Background: an optimization exercise with open tools, aiming at small area, a short achievable clock period and few clock cycles per item. Do not read the settings as production practice.
The RTL was checked by simulation tests, not by an equivalence proof against the original design.

==> inputs of lagoon <==
Design eaglesong_hash, start of the top module:
module eaglesong_hash #(
    parameter integer NR = 43
) (
    input  wire         clk,
    input  wire         rst,
    input  wire         in_valid,
    output wire         in_ready,
    input  wire [31:0]  in_data,
    input  wire [2:0]   in_nbytes,
    input  wire         in_last,
    output wire         out_valid,
    input  wire         out_ready,
    output wire [255:0] out_digest
);
Settings: LEC_CHECK=0, ABC_AREA=1, CAP_MARGIN=40, CORE_MARGIN=2, CORE_UTILIZATION=40, PLACE_DENSITY=0.6, SLEW_MARGIN=30, SYNTH_MEMORY_MAX_BITS=65536; clock period 12.5 ns.
standard.sh (not shown) runs the stock make flow with config.mk's settings and CLKGATE_MAP_FILE= SYNTH_SCRIPT=/design/flow/synth_recipe.tcl, a recipe that flattens the netlist after the stock synthesis.
==> flow/flow/run.sh <==
#!/bin/bash
# The standard layout, with timing repair aiming 6.5 ns below the clock period
# (the repair's target only; the clock and constraints are unchanged).
set -o pipefail
bash standard.sh SETUP_SLACK_MARGIN=6.5 finish > standard_flow.log 2>&1
==> harbor (differences from lagoon) <==
==> flow/run.sh (new file) <==
#!/bin/bash
# synth_recipe.tcl (not shown) runs the flow's synth.tcl, then flattens the netlist and writes it again
# the make line also repeats each setting of config.mk as NAME=value (left out here)
make -C /OpenROAD-flow-scripts/flow DESIGN_CONFIG=/design/flow/config.mk WORK_HOME=/design/flow/orfs CLKGATE_MAP_FILE= SYNTH_SCRIPT=/design/flow/synth_recipe.tcl finish
removed: flow/flow/run.sh
removed: flow/standard.sh
==> impl_metrics.csv <==
group,metric,value,unit
grt,grt_max_degree,111,
placement,gp_congestion,1.45,
status,status,"stopped before the end",
status,error,"[ERROR GRT-0116] Global routing finished with congestion. Check the congestion regions in the DRC Viewer.",
status,haltStage,"global routing",
grt,grtUsageMet3,0.726,
placement,pre_cts_ws,4690,ps
placement,place_inst,21000,
grt,grt_util_all_layers,0.827,
grt,overflow,2370,
-- figures above: harbor

==> impl_metrics.csv <==
group,metric,value,unit
grt,grtUsageMet3,0.642,
placement,pre_cts_ws,5090,ps
status,haltStage,"global routing",
grt,grt_util_all_layers,0.771,
status,error,"[ERROR GRT-0116] Global routing finished with congestion. Check the congestion regions in the DRC Viewer.",
grt,grt_first_pass_wirelength,1530000,um
yosys,netlist_area,117000,um2
placement,gp_congestion,1.47,
floorplanning,die_w,545,um
floorplanning,ioPinCount,298,
clocking,root_buffer,"clkbuf_16",
grt,overflow,696,
status,status,"stopped before the end",
yosys,synth_nets,17500,
grt,grt_max_degree,124,
-- figures above: lagoon

Testbench counts of lagoon, summed over its fixed seeds: cycles 47,196, bytes 31,107.
Testbench counts of harbor, summed over its fixed seeds: cycles 47,196, bytes 31,107.

* * *

==> inputs of job 4071 <==
eaglesong_hash, a different RTL version from the one above (not shown whole).
clock: 12.5 ns
lec_check: 0
abc_area: 1
cap_margin: 40
core_margin: 2
core_utilization: 25
place_density: 0.45
slew_margin: 30
synth_memory_max_bits: 65536
==> flow/flow/run.sh <==
#!/bin/bash
# The standard layout, with timing repair aiming 7.0 ns below the clock period
# (the repair's target only; the clock and constraints are unchanged).
set -o pipefail
bash standard.sh SETUP_SLACK_MARGIN=7.0 finish > standard_flow.log 2>&1
==> inputs of job 1562, as changes to job 4071 <==
==> flow/flow/run.sh (replaced) <==
#!/bin/bash
# The standard layout, with timing repair aiming 6.5 ns below the clock period
# (the repair's target only; the clock and constraints are unchanged).
set -o pipefail
bash standard.sh SETUP_SLACK_MARGIN=6.5 finish > standard_flow.log 2>&1
==> qor summary <==
item                                                                  job 4071                  job 1562
CTS Hold Buffers Added                                                       0                         0
Post-placement worst setup slack                                       5150 ps                   5150 ps
Die H                                                                   683 µm                    683 µm
Result of the run                                       stopped before the end    stopped before the end
Last stage reached                                    global routing (5_1_grt)  global routing (5_1_grt)
Maximum clock insertion buffer count                                         4                         4
Top flip-flop cell by instance count after synthesis                  edfxtp_1                  edfxtp_1
Buffer type at the clock tree root                                   clkbuf_16                 clkbuf_16
Flop and latch count out of synthesis                                      784                       784
Clk sink count                                                             784                       784
Fraction of the yosys area taken by sequential cells                     18.0%                     18.0%
DP HPWL                                                           1,240,000 µm              1,240,000 µm
Number of setup buffers added after CTS                                    581                       251
Dominant cell type by area after synthesis                              xor2_1                    xor2_1
Net count of the mapped netlist                                         17,000                    17,000
Placed Cells incl. Taps                                                 23,300                    23,300
Floorplan row count                                                        249                       249
Number of gates resized after CTS                                        1,323                       466
Die Wd                                                                  683 µm                    683 µm
Number of enable flip-flop cells after synthesis                           512                       512
Testbench counts of job 4071, summed over its fixed seeds: cycles 46,317, bytes 31,107.
Testbench counts of job 1562, summed over its fixed seeds: cycles 46,317, bytes 31,107.
